From an optimization exercise on the open Yosys and OpenROAD flow, aimed at small area, a short achievable clock period and few clock cycles per item; shortcuts taken in it are not production practice. At most, simulation tests tie the RTL to the original design; equivalence was not proved.

## run A
## sss_combine
module sss_combine (
    input  wire         clk,
    input  wire         rst,           
    input  wire         in_valid,
    output wire         in_ready,
    input  wire         in_last,
    input  wire [7:0]   in_index,
    input  wire [255:0] in_value,
    output reg          out_valid,
    output wire [255:0] out_secret,
    output wire [1:0]   out_fault,     
    output reg  [3:0]   out_fault_rec  
);
Size: ~10000 cells after synthesis, about 530 I/O pins, about 74000 µm² of cells after synthesis.
make LEC_CHECK=0 CAP_MARGIN=20 CORE_MARGIN=2 CORE_UTILIZATION=40 SLEW_MARGIN=20 finish   # period 20.0 ns
run.sh (not shown) runs the stock make flow with config.mk's settings and CLKGATE_MAP_FILE= SYNTH_SCRIPT=/design/flow/synth_recipe.tcl, a recipe that flattens the netlist after the stock synthesis.
The following lists how run C was set up differently from run A:
-- flow/design.v --
<<< run A, line 98
    reg         vphase;        
    reg  [3:0]  cnt;           
    reg  [4:0]  rem;           
    reg         wv;            
    reg         afirst;        
>>> run C, line 98
    reg         vphase;        
    reg  [3:0]  cnt;           
    reg  [4:0]  m;             
    reg  [4:0]  s;             
    reg         wv;            
    reg         afirst;        
<<< run A, line 110
    wire acc_idx = !vphase && in_valid;
    wire acc_val = vphase && in_valid && wv;
    wire step    = vphase && (rem != 5'd0) && (!wv || acc_val);
    wire last_v  = acc_val && (rem == 5'd0);
    assign in_ready   = !vphase || wv;
    assign out_secret = acc;
    assign out_fault  = f_zero ? 2'd1 : (f_dup ? 2'd2 : 2'd0);
    wire [7:0] bc = vphase ? X[0] : in_index;
    reg  [7:0] d    [0:MMAX-1];
    reg  [7:0] prodE[0:MMAX-1];
>>> run C, line 111
    wire acc_idx = !vphase && in_valid;
    wire acc_val = vphase && in_valid && wv;
    wire step    = vphase && (s != m) && (!wv || acc_val);
    wire last_v  = acc_val && (s == m);
    assign in_ready   = !vphase || wv;
    assign out_secret = acc;
    assign out_fault  = f_zero ? 2'd1 : (f_dup ? 2'd2 : 2'd0);
    wire [7:0] xs_s = X[s[3:0]];
    wire [7:0] bc   = vphase ? xs_s : in_index;
    reg  [7:0] d    [0:MMAX-1];
    reg  [7:0] prodE[0:MMAX-1];
<<< run A, line 127
        end
    end
    wire [7:0] w_next = (f_zero || f_dup) ? 8'd0 : gf_mul(P, gf_inv(E[0]));
    reg  [7:0] col [0:7];
    reg  [255:0] prod;
>>> run C, line 129
        end
    end
    wire [7:0] w_next = (f_zero || f_dup) ? 8'd0 : gf_mul(P, gf_inv(E[s[3:0]]));
    reg  [7:0] col [0:7];
    reg  [255:0] prod;
<<< run A, line 154
                    E[i] <= prodE[i];
                end
            end else if (step && i < MMAX - 1) begin
                X[i] <= X[i+1];
                E[i] <= prodE[i+1];
            end
        end
>>> run C, line 156
                    E[i] <= prodE[i];
                end
            end else if (step && i > s) begin
                E[i] <= prodE[i];
            end
        end
<<< run A, line 189
                cnt <= cnt + 4'd1;
                if (in_last) begin
                    rem    <= {1'b0, cnt} + 5'd1;
                    vphase <= 1'b1;
                    afirst <= 1'b1;
                end
            end
            if (step) begin
                wv  <= 1'b1;
                rem <= rem - 5'd1;
            end else if (last_v) begin
                wv <= 1'b0;
>>> run C, line 190
                cnt <= cnt + 4'd1;
                if (in_last) begin
                    m      <= {1'b0, cnt} + 5'd1;
                    vphase <= 1'b1;
                    s      <= 5'd0;
                    afirst <= 1'b1;
                end
            end
            if (step) begin
                wv <= 1'b1;
                s  <= s + 5'd1;
            end else if (last_v) begin
                wv <= 1'b0;
## What came out
- Number of instances in the placed design in run C is 88 lower than in run A
- Run C against run A: number of flops mapped to enable cells by yosys increased by 5 relative to the old numbers; final-layout clock buffer total went down; critical path depth went up; post-synthesis share of cell area spent on and, or, nand and nor gates lower.
- Fraction of the cycle the final worst path needs: run C < run A
- Run C vs run A, cell with the largest stage delay on the worst path: o41ai_2 vs ha_1
Testbench counts of run C, summed over its fixed seeds: cycles 9,828, commands 384.
No functional check of the RTL was part of run A.

---

job 103:
The RTL this note starts from:
==> flow/design.v <==
module sss_combine (
    input  wire         clk,
    input  wire         rst,           
    input  wire         in_valid,
    output reg          in_ready,
    input  wire         in_last,
    input  wire [7:0]   in_index,
    input  wire [255:0] in_value,
    output reg          out_valid,
    output wire [255:0] out_secret,
    output reg  [1:0]   out_fault,     
    output reg  [3:0]   out_fault_rec  
);
    localparam integer MMAX = 16;
    function [7:0] gf_mul(input [7:0] a, input [7:0] b);
        reg [14:0] r;
        integer k;
        begin
            r = 15'd0;
            for (k = 0; k < 8; k = k + 1)
                if (b[k]) r = r ^ ({7'd0, a} << k);
            for (k = 14; k >= 8; k = k - 1)
                if (r[k]) r = r ^ (15'h11d << (k - 8));
            gf_mul = r[7:0];
        end
    endfunction
    function [7:0] gf_mul_late(input [7:0] a, input [7:0] b);
        reg [7:0] col, r;
        integer k;
        begin
            col = a;
            r   = 8'd0;
            for (k = 0; k < 8; k = k + 1) begin
                r   = r ^ (b[k] ? col : 8'd0);
                col = {col[6:0], 1'b0} ^ (col[7] ? 8'h1d : 8'h00);
            end
            gf_mul_late = r;
        end
    endfunction
    function [7:0] gf_x(input [7:0] a);
        gf_x = {a[6:0], 1'b0} ^ (a[7] ? 8'h1d : 8'h00);
    endfunction
    function [3:0] g16_mul(input [3:0] a, input [3:0] b);
        reg [6:0] r; integer k;
        begin
            r = 7'd0;
            for (k = 0; k < 4; k = k + 1) if (b[k]) r = r ^ ({3'd0, a} << k);
            for (k = 6; k >= 4; k = k - 1) if (r[k]) r = r ^ (7'h13 << (k - 4));
            g16_mul = r[3:0];
        end
    endfunction
    function [3:0] g16_inv(input [3:0] a);
        case (a)
            4'd0: g16_inv = 4'd0;
            4'd1: g16_inv = 4'd1;
            4'd2: g16_inv = 4'd9;
            4'd3: g16_inv = 4'd14;
            4'd4: g16_inv = 4'd13;
            4'd5: g16_inv = 4'd11;
            4'd6: g16_inv = 4'd7;
            4'd7: g16_inv = 4'd6;
            4'd8: g16_inv = 4'd15;
            4'd9: g16_inv = 4'd2;
            4'd10: g16_inv = 4'd12;
            4'd11: g16_inv = 4'd5;
            4'd12: g16_inv = 4'd10;
            4'd13: g16_inv = 4'd4;
            4'd14: g16_inv = 4'd3;
            4'd15: g16_inv = 4'd8;
        endcase
    endfunction
    function [7:0] to_t(input [7:0] a);
        to_t = {a[5], a[2] ^ a[5] ^ a[6], a[1] ^ a[3] ^ a[4], a[4] ^ a[7], a[1] ^ a[2] ^ a[5], a[1] ^ a[3] ^ a[4] ^ a[7], a[1] ^ a[5], a[0] ^ a[1] ^ a[3]};
    endfunction
    function [7:0] from_t(input [7:0] a);
        from_t = {a[2] ^ a[5], a[1] ^ a[3] ^ a[6] ^ a[7], a[7], a[2] ^ a[4] ^ a[5], a[1] ^ a[2] ^ a[4] ^ a[7], a[1] ^ a[3], a[1] ^ a[7], a[0] ^ a[2] ^ a[4]};
    endfunction
    function [7:0] gf_mul_t(input [7:0] a, input [7:0] b);
        reg [3:0] hh, ll, mm;
        begin
            hh = g16_mul(a[7:4], b[7:4]);
            ll = g16_mul(a[3:0], b[3:0]);
            mm = g16_mul(a[7:4] ^ a[3:0], b[7:4] ^ b[3:0]);
            gf_mul_t = {mm ^ ll, ll ^ g16_mul(hh, 4'd9)};
        end
    endfunction
    function [7:0] gf_div_t(input [7:0] pt, input [7:0] et);
        reg [3:0] e1, e0, c1, c0, dl, di, h, l, pp;
        begin
            e1 = et[7:4]; e0 = et[3:0];
            c1 = e1; c0 = e0 ^ e1;                        
            dl = g16_mul(e0, e0 ^ e1) ^ g16_mul(g16_mul(e1, e1), 4'd9);
            di = g16_inv(dl);
            pp = g16_mul(pt[7:4], c1);
            h  = pp ^ g16_mul(pt[7:4], c0) ^ g16_mul(pt[3:0], c1);
            l  = g16_mul(pp, 4'd9) ^ g16_mul(pt[3:0], c0);
            gf_div_t = {g16_mul(h, di), g16_mul(l, di)};
        end
    endfunction
    function [7:0] gf_sq(input [7:0] a);
        reg [7:0] col, r;
        integer k;
        begin
            col = 8'd1;
            r   = 8'd0;
            for (k = 0; k < 8; k = k + 1) begin
                r   = r ^ (a[k] ? col : 8'd0);
                col = gf_x(gf_x(col));
            end
            gf_sq = r;
        end
    endfunction
    reg         vphase;        
    reg  [3:0]  cnt;           
    reg  [4:0]  rem;           
    reg  [1:0]  sc;            
    reg         wv;            
    reg         afirst;        
    reg  [7:0]  w;             
    reg  [7:0]  P;             
    reg  [7:0]  E0;            
    reg  [7:0]  E1;            
    reg  [7:0]  Xt [0:MMAX-1];  
    reg  [MMAX-1:0] vm;        
    reg  [MMAX-1:0] self;      
    reg  [7:0]  xs;            
    reg  [7:0]  T1 [0:3];      
    reg  [255:0] acc;
    reg         f_zero, f_dup;
    reg  [7:0]  tin_r;         
    reg         idx_r;         
    reg  [3:0]  f_zero_rec, f_dup_rec;
    wire acc_idx = !vphase && in_valid;
    wire acc_val = vphase && in_valid && wv;
    wire step    = vphase && (rem != 5'd0) && (!wv || acc_val);
    wire last_v  = acc_val && (rem == 5'd0);
    assign out_secret = acc;
    wire       c0 = (cnt == 4'd0);
    wire       c1 = (cnt == 4'd1);
    wire       c2 = (cnt == 4'd2);
    wire [7:0] x0 = from_t(Xt[0]);
    wire [7:0] x1 = from_t(Xt[1]);
    wire [7:0] tin = to_t(in_index);
    wire [7:0] E0_n = c0 ? in_index : gf_mul_late(E0, x0 ^ in_index);
    wire [7:0] E1_n = gf_mul_late(c1 ? x0 : E1, (c1 ? 8'd0 : x1) ^ in_index) ^
                      (c1 ? gf_sq(in_index) : 8'd0);
    wire [7:0] P_n  = c0 ? in_index : gf_mul_late(P, in_index);
    reg  [MMAX-1:0] eq;
    integer k;
    always @(*) begin
        for (k = 0; k < MMAX - 1; k = k + 1)
            eq[k] = (Xt[k] == tin_r) && vm[k+1];
        eq[MMAX-1] = 1'b0;
    end
    wire dupnow = idx_r && (|eq);
    reg  [7:0] xs_n;
    reg  [7:0] leaf [0:MMAX-1];
    reg  [7:0] l1 [0:7];
    reg  [7:0] T1_n [0:3];
    always @(*) begin
        xs_n = 8'd0;
        for (k = 1; k < MMAX; k = k + 1)
            xs_n = xs_n | (self[k-1] ? Xt[k] : 8'd0);
        for (k = 0; k < MMAX; k = k + 1)
            leaf[k] = self[k] ? Xt[k] : (vm[k] ? (Xt[k] ^ xs) : 8'd1);
        for (k = 0; k < 8; k = k + 1)
            l1[k] = gf_mul_t(leaf[2*k], leaf[2*k+1]);
        for (k = 0; k < 4; k = k + 1)
            T1_n[k] = gf_mul_t(l1[2*k], l1[2*k+1]);
    end
    wire [7:0] T2_n = gf_mul_t(gf_mul_t(T1[0], T1[1]), gf_mul_t(T1[2], T1[3]));
    wire [7:0] Pm     = (f_dup || dupnow) ? 8'd0 : P;
    wire [7:0] w_next = gf_div_t(to_t(Pm), to_t(E0));
    reg  [7:0] col [0:7];
    reg  [255:0] prod;
    integer c, p;
    always @(*) begin
        col[0] = from_t(w);
        for (c = 1; c < 8; c = c + 1) col[c] = gf_x(col[c-1]);
        for (c = 0; c < 8; c = c + 1) col[c] = col[c] & {8{acc_val}};
        for (p = 0; p < 32; p = p + 1) begin
            prod[8*p +: 8] = 8'd0;
            for (c = 0; c < 8; c = c + 1)
                prod[8*p +: 8] = prod[8*p +: 8] ^ (in_value[8*p + c] ? col[c] : 8'd0);
        end
    end
    always @(posedge clk)
        acc <= (afirst ? 256'd0 : acc) ^ prod;
    integer i;
    always @(posedge clk) begin
        tin_r <= tin;
        if (acc_idx) begin
            for (i = 0; i < MMAX; i = i + 1)
                if (i == cnt) Xt[i] <= tin;
            vm <= c0 ? 16'd1 : (vm | (16'd1 << cnt));
            E0 <= E0_n;
            if (!c0) E1 <= E1_n;
            P  <= P_n;
        end
        if (step) begin
            for (i = 0; i < 4; i = i + 1) T1[i] <= T1_n[i];
            E0 <= (sc == 2'd0) ? E1 : from_t(T2_n);
            w  <= w_next;
        end
    end
    wire vphase_n = !rst && (last_v ? 1'b0 : ((acc_idx && in_last) ? 1'b1 : vphase));
    wire wv_n     = !rst && (step ? 1'b1 : (last_v ? 1'b0 : wv));
    always @(posedge clk) begin
        in_ready <= !vphase_n || wv_n;
        if (vphase) begin
            out_fault     <= f_zero ? 2'd1 : (f_dup ? 2'd2 : 2'd0);
            out_fault_rec <= f_zero ? f_zero_rec : f_dup_rec;
        end
    end
    always @(posedge clk) begin
        if (rst) begin
            vphase    <= 1'b0;
            cnt       <= 4'd0;
            wv        <= 1'b0;
            idx_r     <= 1'b0;
            out_valid <= 1'b0;
        end else begin
            out_valid <= 1'b0;
            idx_r <= acc_idx;
            if (dupnow && !f_dup) begin
                f_dup     <= 1'b1;
                f_dup_rec <= cnt - 4'd1;
            end
            if (acc_idx) begin
                if (c0) begin
                    f_zero <= 1'b0;
                    f_dup  <= 1'b0;
                end
                if (in_index == 8'd0 && !(f_zero && !c0)) begin
                    f_zero     <= 1'b1;
                    f_zero_rec <= cnt;
                end
                cnt <= cnt + 4'd1;
                if (in_last) begin
                    rem    <= {1'b0, cnt} + 5'd1;
                    sc     <= 2'd0;
                    self   <= 16'd4;
                    xs     <= c2 ? tin : Xt[2];
                    vphase <= 1'b1;
                    afirst <= 1'b1;
                end
            end
            if (step) begin
                wv   <= 1'b1;
                rem  <= rem - 5'd1;
                self <= self << 1;
                xs   <= xs_n;
                if (sc != 2'd2) sc <= sc + 2'd1;
            end else if (last_v) begin
                wv <= 1'b0;
            end
            if (acc_val)
                afirst <= 1'b0;
            if (last_v) begin
                out_valid <= 1'b1;
                vphase    <= 1'b0;
                cnt       <= 4'd0;
            end
        end
    end
endmodule
export LEC_CHECK = 0
export CAP_MARGIN = 20
export CORE_MARGIN = 2
export CORE_UTILIZATION = 40
export SLEW_MARGIN = 20
create_clock -name core_clock -period 20.0 [get_ports {clk}]
standard.sh (not shown) runs the stock make flow with config.mk's settings and CLKGATE_MAP_FILE= SYNTH_SCRIPT=/design/flow/synth_recipe.tcl, a recipe that flattens the netlist after the stock synthesis.
==> flow/flow/run.sh <==
#!/bin/bash
set -uo pipefail
export BUFFER_PORTS_ARGS="-buffer_cell sky130_fd_sc_hd__buf_2"
export SETUP_SLACK_MARGIN=14.0
bash standard.sh > standard.log 2>&1
Testbench counts of job 103, summed over its fixed seeds: cycles 9,828, commands 384.
### job 103 -> job 102
diff --git a/flow/design.v b/flow/design.v
--- a/flow/design.v
+++ b/flow/design.v
@@ -116,21 +116,20 @@
     reg  [1:0]  sc;            
     reg         wv;            
     reg         afirst;        
     reg  [7:0]  w;             
     reg  [7:0]  P;             
-    reg  [7:0]  E0;            
-    reg  [7:0]  E1;            
+    reg  [7:0]  E0, E1;        
     reg  [7:0]  Xt [0:MMAX-1];  
     reg  [MMAX-1:0] vm;        
     reg  [MMAX-1:0] self;      
     reg  [7:0]  xs;            
     reg  [7:0]  T1 [0:3];      
+    reg  [7:0]  T2;            
     reg  [255:0] acc;
     reg         f_zero, f_dup;
-    reg  [7:0]  tin_r;         
-    reg         idx_r;         
+    reg         dupnow;        
     reg  [3:0]  f_zero_rec, f_dup_rec;
     wire acc_idx = !vphase && in_valid;
     wire acc_val = vphase && in_valid && wv;
     wire step    = vphase && (rem != 5'd0) && (!wv || acc_val);
     wire last_v  = acc_val && (rem == 5'd0);
@@ -139,22 +138,22 @@
     wire       c1 = (cnt == 4'd1);
     wire       c2 = (cnt == 4'd2);
     wire [7:0] x0 = from_t(Xt[0]);
     wire [7:0] x1 = from_t(Xt[1]);
     wire [7:0] tin = to_t(in_index);
-    wire [7:0] E0_n = c0 ? in_index : gf_mul_late(E0, x0 ^ in_index);
-    wire [7:0] E1_n = gf_mul_late(c1 ? x0 : E1, (c1 ? 8'd0 : x1) ^ in_index) ^
-                      (c1 ? gf_sq(in_index) : 8'd0);
-    wire [7:0] P_n  = c0 ? in_index : gf_mul_late(P, in_index);
+    wire [7:0] e0p  = from_t(E0);
+    wire [7:0] e1p  = from_t(E1);
+    wire [7:0] pp   = from_t(P);
+    wire [7:0] E0_n = c0 ? tin : to_t(gf_mul_late(e0p, x0 ^ in_index));
+    wire [7:0] E1_n = to_t(gf_mul_late(c1 ? x0 : e1p, (c1 ? 8'd0 : x1) ^ in_index) ^
+                           (c1 ? gf_sq(in_index) : 8'd0));
+    wire [7:0] P_n  = c0 ? tin : to_t(gf_mul_late(pp, in_index));
     reg  [MMAX-1:0] eq;
     integer k;
-    always @(*) begin
-        for (k = 0; k < MMAX - 1; k = k + 1)
-            eq[k] = (Xt[k] == tin_r) && vm[k+1];
-        eq[MMAX-1] = 1'b0;
-    end
-    wire dupnow = idx_r && (|eq);
+    always @(*)
+        for (k = 0; k < MMAX; k = k + 1)
+            eq[k] = (Xt[k] == tin) && (k < cnt);
     reg  [7:0] xs_n;
     reg  [7:0] leaf [0:MMAX-1];
     reg  [7:0] l1 [0:7];
     reg  [7:0] T1_n [0:3];
     always @(*) begin
@@ -167,12 +166,13 @@
             l1[k] = gf_mul_t(leaf[2*k], leaf[2*k+1]);
         for (k = 0; k < 4; k = k + 1)
             T1_n[k] = gf_mul_t(l1[2*k], l1[2*k+1]);
     end
     wire [7:0] T2_n = gf_mul_t(gf_mul_t(T1[0], T1[1]), gf_mul_t(T1[2], T1[3]));
+    wire [7:0] Esel   = (sc == 2'd0) ? E0 : ((sc == 2'd1) ? E1 : T2);
     wire [7:0] Pm     = (f_dup || dupnow) ? 8'd0 : P;
-    wire [7:0] w_next = gf_div_t(to_t(Pm), to_t(E0));
+    wire [7:0] w_next = gf_div_t(Pm, Esel);
     reg  [7:0] col [0:7];
     reg  [255:0] prod;
     integer c, p;
     always @(*) begin
         col[0] = from_t(w);
@@ -186,22 +186,21 @@
     end
     always @(posedge clk)
         acc <= (afirst ? 256'd0 : acc) ^ prod;
     integer i;
     always @(posedge clk) begin
-        tin_r <= tin;
         if (acc_idx) begin
             for (i = 0; i < MMAX; i = i + 1)
                 if (i == cnt) Xt[i] <= tin;
             vm <= c0 ? 16'd1 : (vm | (16'd1 << cnt));
             E0 <= E0_n;
             if (!c0) E1 <= E1_n;
             P  <= P_n;
         end
         if (step) begin
             for (i = 0; i < 4; i = i + 1) T1[i] <= T1_n[i];
-            E0 <= (sc == 2'd0) ? E1 : from_t(T2_n);
+            T2 <= T2_n;
             w  <= w_next;
         end
     end
     wire vphase_n = !rst && (last_v ? 1'b0 : ((acc_idx && in_last) ? 1'b1 : vphase));
     wire wv_n     = !rst && (step ? 1'b1 : (last_v ? 1'b0 : wv));
@@ -215,15 +214,15 @@
     always @(posedge clk) begin
         if (rst) begin
             vphase    <= 1'b0;
             cnt       <= 4'd0;
             wv        <= 1'b0;
-            idx_r     <= 1'b0;
+            dupnow    <= 1'b0;
             out_valid <= 1'b0;
         end else begin
             out_valid <= 1'b0;
-            idx_r <= acc_idx;
+            dupnow <= acc_idx && (|eq);
             if (dupnow && !f_dup) begin
                 f_dup     <= 1'b1;
                 f_dup_rec <= cnt - 4'd1;
             end
             if (acc_idx) begin
Notes after the runs:
Job 102 | status: complete | timing, DRC, antenna: pass. Diff job 103 -> job 102: non-clock buffer count saw an increase; proportion of cell area spent on the clock network saw a decrease; setup slack saw a decrease; final cycle utilization of the critical path saw an increase; number of multi-input combinational cells in the layout saw an increase. Number of buffers inserted to repair setup after CTS: job 102 vs job 103 up 14. As far as number of max-slew violations in the final report goes, job 102 and job 103 are indistinguishable; the numbers are identical. Job 102 against job 103: required time at the endpoint of the critical path was more or less identical; distinct cell type count of the synthesized netlist went up by 12%; detailed-route vias per instance went down by 2.2%; critical path depth went up by 4.
Function not checked in job 102: the RTL went through the layout flow alone.

[re-timing with driven ports]
How much do the figures lean on ideal ports? The routed layouts below were timed once more, with nothing changed but the port constraints.
Step 1: set_driving_cell puts a clkbuf_16 on clk and a buf_2 on each other input, an assumption about the parent block.
Step 2 times the ports against the registers' clock, not the clock port: input delays grow and output delays shrink by t, the midpoint of the rising clock arrivals with the driver on.
Slacks: no drivers / after step 1 / after step 2; pairs: no drivers / after step 1.
run	t, ns	setup slack, ns	hold WS [ns]	worst register clock-pin slew, ns
run A	0.783	10.157 / 10.218 / 9.435	0.492 / 0.492 / 0.492	0.07 / 0.07
run C	0.832	11.969 / 11.969 / 11.512	0.560 / 0.560 / 0.560	0.08 / 0.08
job 103	0.770	14.004 / 14.038 / 13.268	0.563 / 0.563 / 0.563	0.07 / 0.07
job 102	0.774	13.907 / 13.943 / 13.168	0.562 / 0.562 / 0.562	0.06 / 0.06
After both steps every run listed still meets setup and hold. The setup slack of job 102, which loses most, moves by +0.036 ns with the drivers and by -0.739 ns with both steps.
